This is an optimization exercise on Yosys and OpenROAD, whose aim is small area, not a production implementation.
RTL that was checked went through simulation tests only; none was proved equivalent to the original.

==> inputs of branch sierra <==
Design sdadc_engine, start of the top module:
module sdadc_engine (
    input  wire        clk,
    input  wire        rst,           
    input  wire        tick_i,        
    input  wire        cmd_valid,
    input  wire [31:0] cmd_word,
    output wire        cmd_ready,
    output reg         rsp_valid,
    output wire [2:0]  rsp_status,
    output wire [31:0] rsp_value,
    output wire [3:0]  rsp_recn,
    input  wire        reg_wr_en,
    input  wire [2:0]  reg_wr_addr,
    input  wire [31:0] reg_wr_data,
    input  wire [3:0]  reg_rd_addr,
    output reg  [31:0] reg_rd_data,
    input  wire        pin_grant,
    output wire        sclk_o,
    output wire        sclk_oe,
    output wire        din_o,
    output wire        din_oe,
    output wire        dout_o,
    output wire        dout_oe,
    input  wire        dout_i
);
    localparam [2:0] ST_OK      = 3'd0;
    localparam [2:0] ST_TIMEOUT = 3'd1;
    localparam [2:0] ST_INVALID = 3'd2;
    localparam [2:0] ST_BUSY    = 3'd3;
    localparam [2:0] ST_NORES   = 3'd4;
    localparam [3:0] P_IDLE    = 4'd0;
    localparam [3:0] P_CHECK   = 4'd1;
    localparam [3:0] P_WAIT    = 4'd2;
    localparam [3:0] P_DATA    = 4'd3;
    localparam [3:0] P_TRAIL   = 4'd4;
    localparam [3:0] P_RECOVER = 4'd5;
    localparam [3:0] P_ENTER   = 4'd6;
    localparam [3:0] P_CMD     = 4'd7;
    localparam [3:0] P_PAYLOAD = 4'd8;
    localparam [3:0] P_TURN    = 4'd9;
    localparam [3:0] P_RDATA   = 4'd10;
    localparam [3:0] P_EXIT    = 4'd11;
    localparam [3:0] P_PRIM    = 4'd12;    
  ...
clock: 10.0 ns
lec_check: 0
cap_margin: 20
core_margin: 2
core_utilization: 40
cts_buf_list: sky130_fd_sc_hd__clkbuf_8
cts_cluster_diameter: 60
cts_cluster_size: 16
slew_margin: 20
standard.sh (not shown) runs the stock make flow with config.mk's settings and CLKGATE_MAP_FILE= SYNTH_SCRIPT=/design/flow/synth_recipe.tcl, a recipe that flattens the netlist after the stock synthesis.
==> flow/flow/run.sh <==
#!/bin/bash
# Layout flow: the standard flow (standard.sh) with three changes
#  - synthesis maps the logic with an area-oriented ABC script (amap) instead
#    of ORFS's delay-oriented one; the Yosys steps, and so the registers, are
#    the standard synthesis's;
#  - every port still gets a buffer, but a buf_1 instead of the default pick;
#  - the clock tree settings come from config.mk as usual.
set -uo pipefail
here=$(pwd)

# a copy of ORFS's scripts whose only change is the ABC script
rm -rf "$here/scripts_area"
cp -r "$FLOW_HOME/scripts" "$here/scripts_area"
cp "$here/flow/abc_area_map.script" "$here/scripts_area/abc_speed.script"

bash standard.sh SCRIPTS_DIR="$here/scripts_area" synth > "$here/synth.log" 2>&1 || exit 1

export BUFFER_PORTS_ARGS="-buffer_cell sky130_fd_sc_hd__buf_1"
bash standard.sh > "$here/layout.log" 2>&1
==> flow/flow/abc_area_map.script <==
strash
dch
amap
topo
stime -c
==> inputs of branch maple, as changes to branch sierra <==
--- a/flow/design.v
+++ b/flow/design.v
@@ -73,18 +73,18 @@
     reg  [7:0]  lastop_q;
     reg  [31:0] lasttmo_q;
     reg  [63:0] now_q;
     reg         done_any;      
     reg         res_any;       
     reg  [7:0]  op_q;          
     reg         fmt_q;         
     reg  [23:0] shift_q;       
-    reg  [31:0] hold_q;        
-    reg  [31:0] tmo_q;         
+    reg  [31:0] holdn_q;       
+    reg  [31:0] tmon_q;        
     wire idle   = (phase == P_IDLE);
     wire accept = cmd_valid & idle;
     assign cmd_ready = idle;
     assign sclk_o  = clk_q;
     assign sclk_oe = drive;
     assign din_o   = data_q;
     assign din_oe  = drive & ~m_shared;
     assign dout_o  = data_q;
@@ -142,38 +142,38 @@
     wire addr_bad  = (shift_q[15:8] & ~reg_mask) != 8'd0;
     wire [7:0] cw = (o_regrd ? cmd_rd : cmd_wr) | (shift_q[15:8] & reg_mask);
     wire       cell_bit = (phase == P_CMD) ? cw[bitcnt[2:0]] : shift_q[bitcnt[2:0]];
     wire cell_is_write = (phase == P_CMD) || (phase == P_PAYLOAD) ||
                          ((phase == P_PRIM) && o_wrbit);
     wire cell_samples  = (phase == P_RDATA) || ((phase == P_DATA) && o_rawrd) ||
                          ((phase == P_PRIM) && o_rdbit);
     wire [2:0] wr_start = m_shared ? S_DIROUT : S_DAT;
-    wire [3:0]  hold_gz, tmo_gz;               
-    wire [4:0]  hold_gb, tmo_gb;               
-    wire [31:0] hold_dec, tmo_dec;
-    wire hold_done = &hold_gz;
-    wire tmo_done  = &tmo_gz;
-    assign hold_gb[0] = tick_i & ~hold_done;
-    assign tmo_gb[0]  = tick_i & ~tmo_done;
+    wire [3:0]  hold_g1, tmo_g1;               
+    wire [4:0]  hold_gc, tmo_gc;               
+    wire [31:0] hold_inc, tmo_inc;
+    wire hold_done = &hold_g1;
+    wire tmo_done  = &tmo_g1;
+    assign hold_gc[0] = tick_i & ~hold_done;
+    assign tmo_gc[0]  = tick_i & ~tmo_done;
     genvar hg, hb;
     generate
         for (hg = 0; hg < 4; hg = hg + 1) begin : g_dec
             wire [8:0] hc, tc;
-            assign hold_gz[hg]   = ~|hold_q[8*hg+7:8*hg];
-            assign tmo_gz[hg]    = ~|tmo_q[8*hg+7:8*hg];
-            assign hold_gb[hg+1] = hold_gb[hg] & hold_gz[hg];
-            assign tmo_gb[hg+1]  = tmo_gb[hg] & tmo_gz[hg];
-            assign hc[0] = hold_gb[hg];
-            assign tc[0] = tmo_gb[hg];
+            assign hold_g1[hg]   = &holdn_q[8*hg+7:8*hg];
+            assign tmo_g1[hg]    = &tmon_q[8*hg+7:8*hg];
+            assign hold_gc[hg+1] = hold_gc[hg] & hold_g1[hg];
+            assign tmo_gc[hg+1]  = tmo_gc[hg] & tmo_g1[hg];
+            assign hc[0] = hold_gc[hg];
+            assign tc[0] = tmo_gc[hg];
             for (hb = 0; hb < 8; hb = hb + 1) begin : g_bit
-                assign hold_dec[8*hg+hb] = hc[hb];
-                assign tmo_dec[8*hg+hb]  = tc[hb];
-                assign hc[hb+1] = hc[hb] & ~hold_q[8*hg+hb];
-                assign tc[hb+1] = tc[hb] & ~tmo_q[8*hg+hb];
+                assign hold_inc[8*hg+hb] = hc[hb];
+                assign tmo_inc[8*hg+hb]  = tc[hb];
+                assign hc[hb+1] = hc[hb] & holdn_q[8*hg+hb];
+                assign tc[hb+1] = tc[hb] & tmon_q[8*hg+hb];
             end
         end
     endgenerate
     wire bit_last  = (bitcnt == 5'd0);
     reg  [3:0] n_phase;
     reg  [2:0] n_sub;
     reg  [4:0] n_bit;
     reg        n_clk, n_data, n_dir, n_drive;
@@ -464,21 +464,21 @@
         end
         if (idle)
             shift_q[15:0] <= cmd_word[15:0];
         else if (shift_en)
             shift_q[15:0] <= {shift_q[14:0], dout_i};
         if (shift_en)
             shift_q[23:16] <= shift_q[22:15];
         if (sub[1] & sub[0])                         
-            hold_q <= hold_q ^ hold_dec;
+            holdn_q <= holdn_q ^ hold_inc;
         else if (phase == P_WAIT)
-            hold_q <= cr_t_poll;
+            holdn_q <= ~cr_t_poll;
         else if (sub[2])
-            hold_q <= o_chiprst ? cr_t_startup : cr_t_low;
+            holdn_q <= ~(o_chiprst ? cr_t_startup : cr_t_low);
         else
-            hold_q <= o_chiprst ? cr_t_reset : cr_t_high;
+            holdn_q <= ~(o_chiprst ? cr_t_reset : cr_t_high);
         if (phase != P_WAIT)
-            tmo_q <= cr_timeout;
+            tmon_q <= ~cr_timeout;
         else
-            tmo_q <= tmo_q ^ tmo_dec;
+            tmon_q <= tmon_q ^ tmo_inc;
     end
 endmodule
==> flow/flow/run.sh (replaced) <==
#!/bin/bash
# Layout flow: the standard flow (standard.sh) with these changes
#  - synthesis maps the logic with an area-oriented ABC script (amap) instead
#    of ORFS's delay-oriented one; the Yosys steps, and so the registers, are
#    the standard synthesis's;
#  - every port still gets a buffer, but a buf_1 instead of the default pick;
#  - the clock tree is built from clkbuf_8 without dummy loads.
# Each make run's full output goes to its own log file here.
set -uo pipefail
here=$(pwd)

# a copy of ORFS's scripts whose only change is the ABC script
rm -rf "$here/scripts_area"
cp -r "$FLOW_HOME/scripts" "$here/scripts_area"
cp "$here/flow/abc_area_map.script" "$here/scripts_area/abc_speed.script"

bash standard.sh SCRIPTS_DIR="$here/scripts_area" synth > "$here/synth.log" 2>&1 || exit 1

export BUFFER_PORTS_ARGS="-buffer_cell sky130_fd_sc_hd__buf_1"
export CTS_ARGS="-sink_clustering_enable -repair_clock_nets -sink_clustering_size 16 -sink_clustering_max_diameter 60 -buf_list sky130_fd_sc_hd__clkbuf_8 -dont_use_dummy_load"
bash standard.sh > "$here/layout.log" 2>&1
==> flow/flow/abc_area_map.script (replaced) <==
strash
dc2
dch
amap
topo
stime -c
==> Implementation_results.wiki <==
{| class="wikitable"
! Metric !! Value
|-
| Number of logic stages on the critical path including buffering || 9
|-
| Most repeated library cell on the critical path || sky130_fd_sc_hd__buf_1
|-
| Outcome || no timing/DRC/antenna violations
|-
| Fraction of layout cells with a size suffix above 1 || 5.94%
|-
| R2r endpoint || result_q[6]
|-
| Detailed-placement wirelength estimate || about 53000 um
|}
(the above is from branch sierra)
==> Implementation_results.wiki <==
{| class="wikitable"
! Metric !! Value
|-
| Outcome || no timing/DRC/antenna violations
|-
| Fraction of layout cells with a size suffix above 1 || 5.48%
|-
| R2r endpoint || result_q[10]
|-
| Number of logic stages on the critical path including buffering || 10
|-
| Detailed-placement wirelength estimate || 53500 um
|-
| Buffer count from post-CTS setup fixing || 0
|}
(the above is from branch maple)
Only the layout flow was run in branch maple; the RTL was not checked for function there.

## separate check: timing with driven ports
Ports are ideal in the flow. The routed layouts listed here were re-timed in OpenROAD.
Step 1 sets driving cells, clkbuf_16 on the clock port and buf_2 on the other inputs (assumed; they add their load-dependent delay and slew).
Step 2 adds t to the input delays and takes it off the output delays; t is the mean of the earliest and latest rising clock arrival at the registers after step 1. Input paths then give back, and output paths get back, about the clock's delay inside the block.
Three values: no drivers, after step 1, after step 2; two values: the first two.
run	t, ns	setup slack, ns	hold WS [ns]	clock arrival spread, ns
branch sierra	0.702	2.806 / 2.781 / 2.781	0.431 / 0.431 / 0.431	0.037 / 0.037
branch maple	0.673	2.932 / 2.892 / 2.892	0.384 / 0.384 / 0.384	0.078 / 0.078
After both steps every run listed still meets setup and hold. For branch maple, which loses most, drivers alone change the setup slack by -0.040 ns; drivers and shift together by -0.040 ns.
